Background: an optimization exercise with open tools, aiming at small area, a short achievable clock period and few clock cycles. Do not read the settings as production practice.
No activity file was given, so power comes from the tool's default toggle rates.

==> run X <==
## bayer_unpack
module bayer_unpack (
    input  wire        clk,
    input  wire        rst,             
    input  wire        start,
    input  wire [11:0] cfg_width,
    input  wire [11:0] cfg_height,
    input  wire [31:0] cfg_mode,
    input  wire [15:0] cfg_stride,
    input  wire [31:0] cfg_src_len,
    output wire [1:0]  state,
    output wire [3:0]  err,
    output wire [3:0]  errfield,
    output wire [12:0] row,
    output wire [31:0] fault_addr,
    output wire        src_req,
    output wire [31:0] src_addr,
    input  wire        src_gnt,
    input  wire        src_rvalid,
    input  wire [7:0]  src_rdata,
    output wire        dst_we,
    output wire [25:0] dst_addr,
    output wire [7:0]  dst_wdata,
    input  wire        dst_ready
);
clock: 8.0 ns
lec_check: 0
cap_margin: 20
core_margin: 2
core_utilization: 55
cts_buf_list: sky130_fd_sc_hd__clkbuf_8
setup_slack_margin: 4.5
slew_margin: 20
run.sh (not shown) runs the stock make flow with config.mk's settings and CLKGATE_MAP_FILE= SYNTH_SCRIPT=/design/flow/synth_recipe.tcl, a recipe that flattens the netlist after the stock synthesis.
==> inputs of run Z, as changes to run X <==
--- a/flow/design.v
+++ b/flow/design.v
@@ -100,14 +100,15 @@
     endfunction
     reg [11:0] w_q, h_q;
     reg        p12_q, cmp_q, bin_q, snz_q;
     reg [3:0]  sel_q;         
     reg [15:0] stride_q;
+    reg [16:0] rb_q;          
     reg [28:0] sl_q;          
     reg [1:0]  st_q;
     reg [1:0]  err_q;
-    reg [1:0]  ef_q;          
+    reg        fgeo_q;
     reg [12:0] row_q;
     reg [3:0]  ph_q;
     wire [7:0] in_prec = cfg_mode[7:0];
     wire [3:0] in_sel  = cfg_mode[19:16];
     wire       prec_ok = (in_prec == 8'd10) || (in_prec == 8'd12);
@@ -116,11 +117,11 @@
     wire       start_ok = start && (st_q != ST_RUN);
     wire [4:0]  swb  = cmp_q ? (p12_q ? 5'd12 : 5'd10) : 5'd16;
     wire [31:0] rb_c = add32({15'd0, w_q, 5'd0} & {32{~cmp_q}} | {16'd0, w_q, 4'd0} & {32{cmp_q}},
                              cmp_q ? (p12_q ? {17'd0, w_q, 3'd0} : {18'd0, w_q, 2'd0}) : 32'd0,
                              1'b0);
-    wire [18:0] pitch = snz_q ? {stride_q, 3'b000} : rb_c[18:0];
+    wire [18:0] pitch = snz_q ? {stride_q, 3'b000} : {2'b00, rb_q};
     wire        bdr = sel_q[1] | sel_q[0];
     wire        bdc = sel_q[1] | (~sel_q[0] & sel_q[3]);
     reg [31:0] bp;            
     reg        sec;           
     reg [11:0] xc;            
@@ -155,16 +156,16 @@
     wire [15:0] rwin   = {src_rdata, prev};
     wire [7:0] aligned = (thead[2:0] == 3'd0) ? src_rdata : (rwin >> thead[2:0]);
     wire       ehead   = emem[0];
     wire [1:0] wpat    = ehead ? {sel_q[0], sel_q[1]} : {sel_q[2], sel_q[3]};
     wire       w_isd   = bin_q || (hw ? wpat[0] : wpat[1]);
-    reg        we_q;
-    reg  [7:0] wdata_q;
-    wire       w_free  = !we_q || dst_ready;
-    wire       w_load  = w_free && ecnt[0] && (!w_isd || dcnt[0]);
-    wire       pop_d   = w_load && w_isd;
-    wire       pop_e   = w_load && (bin_q || hw);
+    wire       w_pres  = ecnt[0] && (!w_isd || dcnt[0]);
+    wire       w_acc   = w_pres && dst_ready;
+    wire       pop_d   = w_acc && w_isd;
+    wire       pop_e   = w_acc && (bin_q || hw);
+    reg [31:0] xop;
+    reg        cin;
     reg [3:0]  ph_n;
     reg        bp_en;
     reg        push_e;
     function [5:0] runxop;
         input       sec_i;
@@ -190,64 +191,68 @@
                 default:          st = 6'd24;
             endcase
             runxop = isem ? st : 6'd8;
         end
     endfunction
+    reg  [5:0] xs_q;
     wire       pat01 = (pat_cur == 2'b01);
     wire [4:0] wi0_lo = (p12_q ? 5'd4 : 5'd2) + ((bin_q && bdc) ? swb : 5'd0);
-    reg  [20:0] xop_q;
-    reg         cin_q;
-    wire [31:0] bp_sum = add32(bp, {{11{xop_q[20]}}, xop_q}, cin_q);
+    wire [31:0] bp_sum = add32(bp, xop, cin);
     wire [3:0] ph_row = bin_q ? PH_RUN :
                         (pat_full == 2'b00) ? PH_Z : (pat_full == 2'b01) ? PH_RS : PH_RUN;
     wire        pre_end = (row_q == {h_q, 1'b0});
     wire        hi_bad  = gt32(bp, {sl_q, 3'b000});
     always @(*) begin
+        xop    = 32'd0;
+        cin    = 1'b0;
         bp_en  = 1'b0;
         ph_n   = ph_q;
         push_e = 1'b0;
         case (ph_q)
             PH_PI: begin
                 ph_n = PH_PI1;
             end
             PH_PI1: begin
-                bp_en = 1'b1; ph_n = PH_PRE;
+                xop = {15'd0, rb_q}; bp_en = 1'b1; ph_n = PH_PRE;
             end
             PH_PRE: begin
+                xop = {13'd0, pitch};
                 if (pre_end) ph_n = PH_WI0;
                 else if (hi_bad) ph_n = PH_FLT;
                 else bp_en = 1'b1;
             end
             PH_FLT: begin
-                bp_en = 1'b1; ph_n = PH_FLT2;
+                xop = {15'h7fff, ~rb_q}; cin = 1'b1; bp_en = 1'b1; ph_n = PH_FLT2;
             end
             PH_WI0: begin
                 ph_n = (bin_q && bdr) ? PH_WI1 : (bin_q ? PH_RUN : ph_row);
             end
             PH_WI1: begin
-                bp_en = 1'b1; ph_n = PH_RUN;
+                xop = {13'd0, pitch}; bp_en = 1'b1; ph_n = PH_RUN;
             end
             PH_RS: begin
-                bp_en = 1'b1; ph_n = PH_RUN;
+                xop = {27'd0, swb}; bp_en = 1'b1; ph_n = PH_RUN;
             end
             PH_RUN: begin
                 bp_en = acc;
+                xop = {26'd0, xs_q};
                 push_e = acc && isemit && pair_done;
                 if (acc && isemit && last_pos) ph_n = PH_T1;
             end
             PH_Z: begin
-                if (!ecnt[ED-1]) begin
+                if (!ecnt[ED-1] || pop_e) begin
                     push_e = 1'b1;
                     if (xc_one) ph_n = PH_T1;
                 end
             end
             PH_T1: begin
+                xop = bin_q ? {12'd0, pitch, 1'b0} : {13'd0, pitch};
                 bp_en = 1'b1;
                 ph_n = pre_end ? PH_END : zr ? ph_row : PH_T2;
             end
             PH_T2: begin
-                bp_en = 1'b1;
+                xop = {15'h7fff, ~rb_q}; cin = 1'b1; bp_en = 1'b1;
                 ph_n = ph_row;
             end
             default: ;
         endcase
     end
@@ -270,11 +275,11 @@
     wire [31:0] sl_inc  = inc32({3'b000, sl_q});
     wire [31:0] row_inc = inc32({20'd0, row_q[12:1]});
     wire [31:0] xc_dec  = ~inc32({20'hfffff, ~xc});
     reg        n_sec, n_hf, n_xc1;
     reg  [2:0] n_o;
-    wire [2:0] o_emit = o + xop_q[2:0];
+    wire [2:0] o_emit = o + xs_q[2:0];
     always @(*) begin
         n_sec = sec; n_o = o; n_hf = hf; n_xc1 = xc_one;
         if (ph_q == PH_RUN) begin
             if (acc) begin
                 if (!isemit) n_sec = 1'b1;
@@ -291,38 +296,18 @@
             n_hf  = (ph_q == PH_RS);
             n_xc1 = (w_q == 12'd1);
         end
     end
     wire [5:0] xs_n = runxop(n_sec, n_o, n_hf, n_xc1, step2, pat01, cmp_q, p12_q);
-    wire [20:0] op_pitch  = {2'b00, pitch};
-    wire [20:0] op_pitchr = bin_q ? {1'b0, pitch, 1'b0} : {2'b00, pitch};
-    wire [20:0] op_nrb    = {4'hf, ~rb_c[16:0]};
-    reg  [20:0] xop_ph;
-    always @(*) begin
-        case (ph_n)
-            PH_PI1:         xop_ph = {4'd0, rb_c[16:0]};
-            PH_PRE, PH_WI1: xop_ph = op_pitch;
-            PH_FLT, PH_T2:  xop_ph = op_nrb;
-            PH_RS:          xop_ph = {16'd0, swb};
-            PH_T1:          xop_ph = op_pitchr;
-            default:        xop_ph = {15'd0, xs_n};
-        endcase
-    end
-    wire [20:0] xop_n = (ph_q == PH_RUN) ?
-                        (acc ? ((isemit && last_pos) ? op_pitchr : {15'd0, xs_n}) : xop_q) :
-                        xop_ph;
-    wire        cin_n = (ph_n == PH_FLT) || (ph_n == PH_T2);
     integer i;
     always @(posedge clk) begin
         if (rst) begin
             st_q   <= ST_IDLE;
             err_q  <= 2'd0;
-            ef_q   <= 2'd0;
+            fgeo_q <= 1'b0;
             row_q  <= 13'd0;
-            sl_q   <= 29'd0;
             rq_v   <= 1'b0;
-            we_q   <= 1'b0;
             dcnt   <= {DD{1'b0}};
             ocnt   <= {DD{1'b0}};
             tcnt   <= {TD{1'b0}};
             ecnt   <= {ED{1'b0}};
             hw     <= 1'b0;
@@ -339,30 +324,29 @@
             row_q    <= 13'd0;
             bp       <= 32'd512;
             ph_q     <= PH_PI;
             rp       <= 1'b0;
             hw       <= 1'b0;
-            ef_q     <= 2'd0;
+            fgeo_q   <= 1'b0;
             err_q    <= 2'd0;
             if (in_sel == 4'd0) begin
-                st_q <= ST_FAIL; err_q <= 2'd1; ef_q <= 2'd1; sl_q <= 29'd0;
+                st_q <= ST_FAIL; err_q <= 2'd1;
             end else if (!prec_ok) begin
-                st_q <= ST_FAIL; err_q <= 2'd2; ef_q <= 2'd2; sl_q <= 29'd0;
+                st_q <= ST_FAIL; err_q <= 2'd2;
             end else if (!geom_ok) begin
-                st_q <= ST_FAIL; err_q <= 2'd2; ef_q <= 2'd3; sl_q <= 29'd0;
+                st_q <= ST_FAIL; err_q <= 2'd2; fgeo_q <= 1'b1;
             end else if (cfg_height == 12'd0 || cfg_width == 12'd0) begin
                 st_q  <= ST_DONE;
-                sl_q  <= 29'd0;
                 row_q <= {cfg_height, 1'b0};
             end else begin
                 st_q <= ST_RUN;
             end
         end else if (st_q == ST_RUN) begin
             ph_q <= ph_n;
             if (bp_en) bp <= bp_sum;
-            xop_q <= xop_n;
-            cin_q <= cin_n;
+            xs_q <= xs_n;
+            if (ph_q == PH_PI) rb_q <= rb_c[16:0];
             if (ph_q == PH_PRE && !pre_end && !hi_bad)
                 row_q <= row_q[0] ? {row_inc[11:0], 1'b0} : {row_q[12:1], 1'b1};
             if (ph_q == PH_FLT2) begin
                 if (hi_bad) sl_q <= bp[31:3];
                 st_q  <= ST_FAIL;
@@ -424,32 +408,26 @@
                     if (push_e && e_last[i]) emem[i] <= rp;
                     else if (i < ED - 1) emem[i] <= emem[i + 1];
                 end else if (push_e && e_free[i]) emem[i] <= rp;
             end
             ecnt <= ecnt_n;
-            if (we_q && dst_ready) sl_q <= sl_inc[28:0];
-            if (w_load) begin
-                we_q    <= 1'b1;
-                wdata_q <= w_isd ? dmem[0] : 8'd0;
-                hw      <= !bin_q && !hw;
-            end else if (dst_ready) begin
-                we_q    <= 1'b0;
+            if (w_acc) begin
+                sl_q <= sl_inc[28:0];
+                hw   <= !bin_q && !hw;
             end
-            if (ph_q == PH_END && !ecnt[0] && w_free) begin
+            if (ph_q == PH_END && !ecnt_n[0]) begin
                 st_q <= ST_DONE;
                 rq_v <= 1'b0;
-                we_q <= 1'b0;
-                sl_q <= 29'd0;
             end
         end
     end
     assign state      = st_q;
     assign err        = {2'b00, err_q};
-    assign errfield   = {2'b00, ef_q};
+    assign errfield   = (err_q == 2'd1) ? 4'd1 : (err_q == 2'd2) ? (fgeo_q ? 4'd3 : 4'd2) : 4'd0;
     assign row        = row_q;
-    assign fault_addr = {3'b000, sl_q};    
+    assign fault_addr = (err_q == 2'd3) ? {3'b000, sl_q} : 32'd0;
     assign src_req    = rq_v;
     assign src_addr   = {3'b000, bp[31:3]};
-    assign dst_we     = we_q;
+    assign dst_we     = (st_q == ST_RUN) && w_pres;
     assign dst_addr   = sl_q[25:0];
-    assign dst_wdata  = wdata_q;
+    assign dst_wdata  = w_isd ? dmem[0] : 8'd0;
 endmodule
==> flow/config.mk (replaced) <==
export PLATFORM = sky130hd
export DESIGN_NAME = bayer_unpack
export DESIGN_NICKNAME = bayer_unpack
export VERILOG_FILES = /design/flow/design.v
export SDC_FILE = /design/flow/constraint.sdc
export NUM_CORES = 4
export LEC_CHECK = 0
export CAP_MARGIN = 20
export CORE_MARGIN = 2
export CORE_UTILIZATION = 40
export SETUP_SLACK_MARGIN = 4
export SLEW_MARGIN = 20
==> inputs of run R, as changes to run X <==
--- a/flow/design.v
+++ b/flow/design.v
@@ -100,14 +100,15 @@
     endfunction
     reg [11:0] w_q, h_q;
     reg        p12_q, cmp_q, bin_q, snz_q;
     reg [3:0]  sel_q;         
     reg [15:0] stride_q;
+    reg [16:0] rb_q;          
     reg [28:0] sl_q;          
     reg [1:0]  st_q;
     reg [1:0]  err_q;
-    reg [1:0]  ef_q;          
+    reg        fgeo_q;
     reg [12:0] row_q;
     reg [3:0]  ph_q;
     wire [7:0] in_prec = cfg_mode[7:0];
     wire [3:0] in_sel  = cfg_mode[19:16];
     wire       prec_ok = (in_prec == 8'd10) || (in_prec == 8'd12);
@@ -116,11 +117,11 @@
     wire       start_ok = start && (st_q != ST_RUN);
     wire [4:0]  swb  = cmp_q ? (p12_q ? 5'd12 : 5'd10) : 5'd16;
     wire [31:0] rb_c = add32({15'd0, w_q, 5'd0} & {32{~cmp_q}} | {16'd0, w_q, 4'd0} & {32{cmp_q}},
                              cmp_q ? (p12_q ? {17'd0, w_q, 3'd0} : {18'd0, w_q, 2'd0}) : 32'd0,
                              1'b0);
-    wire [18:0] pitch = snz_q ? {stride_q, 3'b000} : rb_c[18:0];
+    wire [18:0] pitch = snz_q ? {stride_q, 3'b000} : {2'b00, rb_q};
     wire        bdr = sel_q[1] | sel_q[0];
     wire        bdc = sel_q[1] | (~sel_q[0] & sel_q[3]);
     reg [31:0] bp;            
     reg        sec;           
     reg [11:0] xc;            
@@ -155,16 +156,14 @@
     wire [15:0] rwin   = {src_rdata, prev};
     wire [7:0] aligned = (thead[2:0] == 3'd0) ? src_rdata : (rwin >> thead[2:0]);
     wire       ehead   = emem[0];
     wire [1:0] wpat    = ehead ? {sel_q[0], sel_q[1]} : {sel_q[2], sel_q[3]};
     wire       w_isd   = bin_q || (hw ? wpat[0] : wpat[1]);
-    reg        we_q;
-    reg  [7:0] wdata_q;
-    wire       w_free  = !we_q || dst_ready;
-    wire       w_load  = w_free && ecnt[0] && (!w_isd || dcnt[0]);
-    wire       pop_d   = w_load && w_isd;
-    wire       pop_e   = w_load && (bin_q || hw);
+    wire       w_pres  = ecnt[0] && (!w_isd || dcnt[0]);
+    wire       w_acc   = w_pres && dst_ready;
+    wire       pop_d   = w_acc && w_isd;
+    wire       pop_e   = w_acc && (bin_q || hw);
     reg [3:0]  ph_n;
     reg        bp_en;
     reg        push_e;
     function [5:0] runxop;
         input       sec_i;
@@ -293,11 +292,11 @@
         end
     end
     wire [5:0] xs_n = runxop(n_sec, n_o, n_hf, n_xc1, step2, pat01, cmp_q, p12_q);
     wire [20:0] op_pitch  = {2'b00, pitch};
     wire [20:0] op_pitchr = bin_q ? {1'b0, pitch, 1'b0} : {2'b00, pitch};
-    wire [20:0] op_nrb    = {4'hf, ~rb_c[16:0]};
+    wire [20:0] op_nrb    = {4'hf, ~rb_q};
     reg  [20:0] xop_ph;
     always @(*) begin
         case (ph_n)
             PH_PI1:         xop_ph = {4'd0, rb_c[16:0]};
             PH_PRE, PH_WI1: xop_ph = op_pitch;
@@ -314,15 +313,13 @@
     integer i;
     always @(posedge clk) begin
         if (rst) begin
             st_q   <= ST_IDLE;
             err_q  <= 2'd0;
-            ef_q   <= 2'd0;
+            fgeo_q <= 1'b0;
             row_q  <= 13'd0;
-            sl_q   <= 29'd0;
             rq_v   <= 1'b0;
-            we_q   <= 1'b0;
             dcnt   <= {DD{1'b0}};
             ocnt   <= {DD{1'b0}};
             tcnt   <= {TD{1'b0}};
             ecnt   <= {ED{1'b0}};
             hw     <= 1'b0;
@@ -339,30 +336,30 @@
             row_q    <= 13'd0;
             bp       <= 32'd512;
             ph_q     <= PH_PI;
             rp       <= 1'b0;
             hw       <= 1'b0;
-            ef_q     <= 2'd0;
+            fgeo_q   <= 1'b0;
             err_q    <= 2'd0;
             if (in_sel == 4'd0) begin
-                st_q <= ST_FAIL; err_q <= 2'd1; ef_q <= 2'd1; sl_q <= 29'd0;
+                st_q <= ST_FAIL; err_q <= 2'd1;
             end else if (!prec_ok) begin
-                st_q <= ST_FAIL; err_q <= 2'd2; ef_q <= 2'd2; sl_q <= 29'd0;
+                st_q <= ST_FAIL; err_q <= 2'd2;
             end else if (!geom_ok) begin
-                st_q <= ST_FAIL; err_q <= 2'd2; ef_q <= 2'd3; sl_q <= 29'd0;
+                st_q <= ST_FAIL; err_q <= 2'd2; fgeo_q <= 1'b1;
             end else if (cfg_height == 12'd0 || cfg_width == 12'd0) begin
                 st_q  <= ST_DONE;
-                sl_q  <= 29'd0;
                 row_q <= {cfg_height, 1'b0};
             end else begin
                 st_q <= ST_RUN;
             end
         end else if (st_q == ST_RUN) begin
             ph_q <= ph_n;
             if (bp_en) bp <= bp_sum;
             xop_q <= xop_n;
             cin_q <= cin_n;
+            if (ph_q == PH_PI) rb_q <= rb_c[16:0];
             if (ph_q == PH_PRE && !pre_end && !hi_bad)
                 row_q <= row_q[0] ? {row_inc[11:0], 1'b0} : {row_q[12:1], 1'b1};
             if (ph_q == PH_FLT2) begin
                 if (hi_bad) sl_q <= bp[31:3];
                 st_q  <= ST_FAIL;
@@ -424,32 +421,26 @@
                     if (push_e && e_last[i]) emem[i] <= rp;
                     else if (i < ED - 1) emem[i] <= emem[i + 1];
                 end else if (push_e && e_free[i]) emem[i] <= rp;
             end
             ecnt <= ecnt_n;
-            if (we_q && dst_ready) sl_q <= sl_inc[28:0];
-            if (w_load) begin
-                we_q    <= 1'b1;
-                wdata_q <= w_isd ? dmem[0] : 8'd0;
-                hw      <= !bin_q && !hw;
-            end else if (dst_ready) begin
-                we_q    <= 1'b0;
+            if (w_acc) begin
+                sl_q <= sl_inc[28:0];
+                hw   <= !bin_q && !hw;
             end
-            if (ph_q == PH_END && !ecnt[0] && w_free) begin
+            if (ph_q == PH_END && !ecnt_n[0]) begin
                 st_q <= ST_DONE;
                 rq_v <= 1'b0;
-                we_q <= 1'b0;
-                sl_q <= 29'd0;
             end
         end
     end
     assign state      = st_q;
     assign err        = {2'b00, err_q};
-    assign errfield   = {2'b00, ef_q};
+    assign errfield   = (err_q == 2'd1) ? 4'd1 : (err_q == 2'd2) ? (fgeo_q ? 4'd3 : 4'd2) : 4'd0;
     assign row        = row_q;
-    assign fault_addr = {3'b000, sl_q};    
+    assign fault_addr = (err_q == 2'd3) ? {3'b000, sl_q} : 32'd0;
     assign src_req    = rq_v;
     assign src_addr   = {3'b000, bp[31:3]};
-    assign dst_we     = we_q;
+    assign dst_we     = (st_q == ST_RUN) && w_pres;
     assign dst_addr   = sl_q[25:0];
-    assign dst_wdata  = wdata_q;
+    assign dst_wdata  = w_isd ? dmem[0] : 8'd0;
 endmodule
==> flow/config.mk (replaced) <==
export PLATFORM = sky130hd
export DESIGN_NAME = bayer_unpack
export DESIGN_NICKNAME = bayer_unpack
export VERILOG_FILES = /design/flow/design.v
export SDC_FILE = /design/flow/constraint.sdc
export NUM_CORES = 4
export LEC_CHECK = 0
export CAP_MARGIN = 20
export CORE_MARGIN = 2
export CORE_UTILIZATION = 40
export SETUP_SLACK_MARGIN = 4.5
export SLEW_MARGIN = 20
==> run notes <==
Count of clock-buffer cells in the layout: run Z < run R < run X.
Worst hold slack, highest first: run X, run R, run Z.
Run X completed without violations. Run R finished with timing, DRC and antenna clean. Run Z completed without violations.
Clock skew, lowest first: run R, run Z, run X.
In sequential power, run X and run Z hardly differ.
Register-to-register slack is about the same in run R and run X.
Total power: run R is higher than run Z (about 4.7%).
The highest non-clock buffer count belongs to run R, the lowest to run Z.
No run of this note included a check of the RTL's function; only the layout flow was run.

[separate check: timing with driven ports]
The results above use ideal ports. As a check the final layouts listed here were re-extracted and re-timed, cells and wires unchanged.
Step 1 sets driving cells, clkbuf_16 on the clock port and buf_2 on the other inputs (assumed; they add their load-dependent delay and slew).
Step 2 also shifts input and output timing later by t, the mid clock arrival at the registers, as if the neighbouring blocks saw the same clock.
Slacks: ideal ports / drivers / drivers and shift; pairs: ideal ports / drivers.
run	t, ns	slack for setup (ns)	hold slack, ns
run X	0.611	4.265 / 4.265 / 3.793	0.509 / 0.509 / 0.509
run Z	0.620	3.902 / 3.902 / 3.539	0.476 / 0.476 / 0.476
run R	0.622	4.255 / 4.200 / 3.810	0.477 / 0.477 / 0.477
After both steps setup and hold are still met in every run listed. The setup slack of run X, which loses most, moves by 0.000 ns with the drivers and by -0.472 ns with both steps.
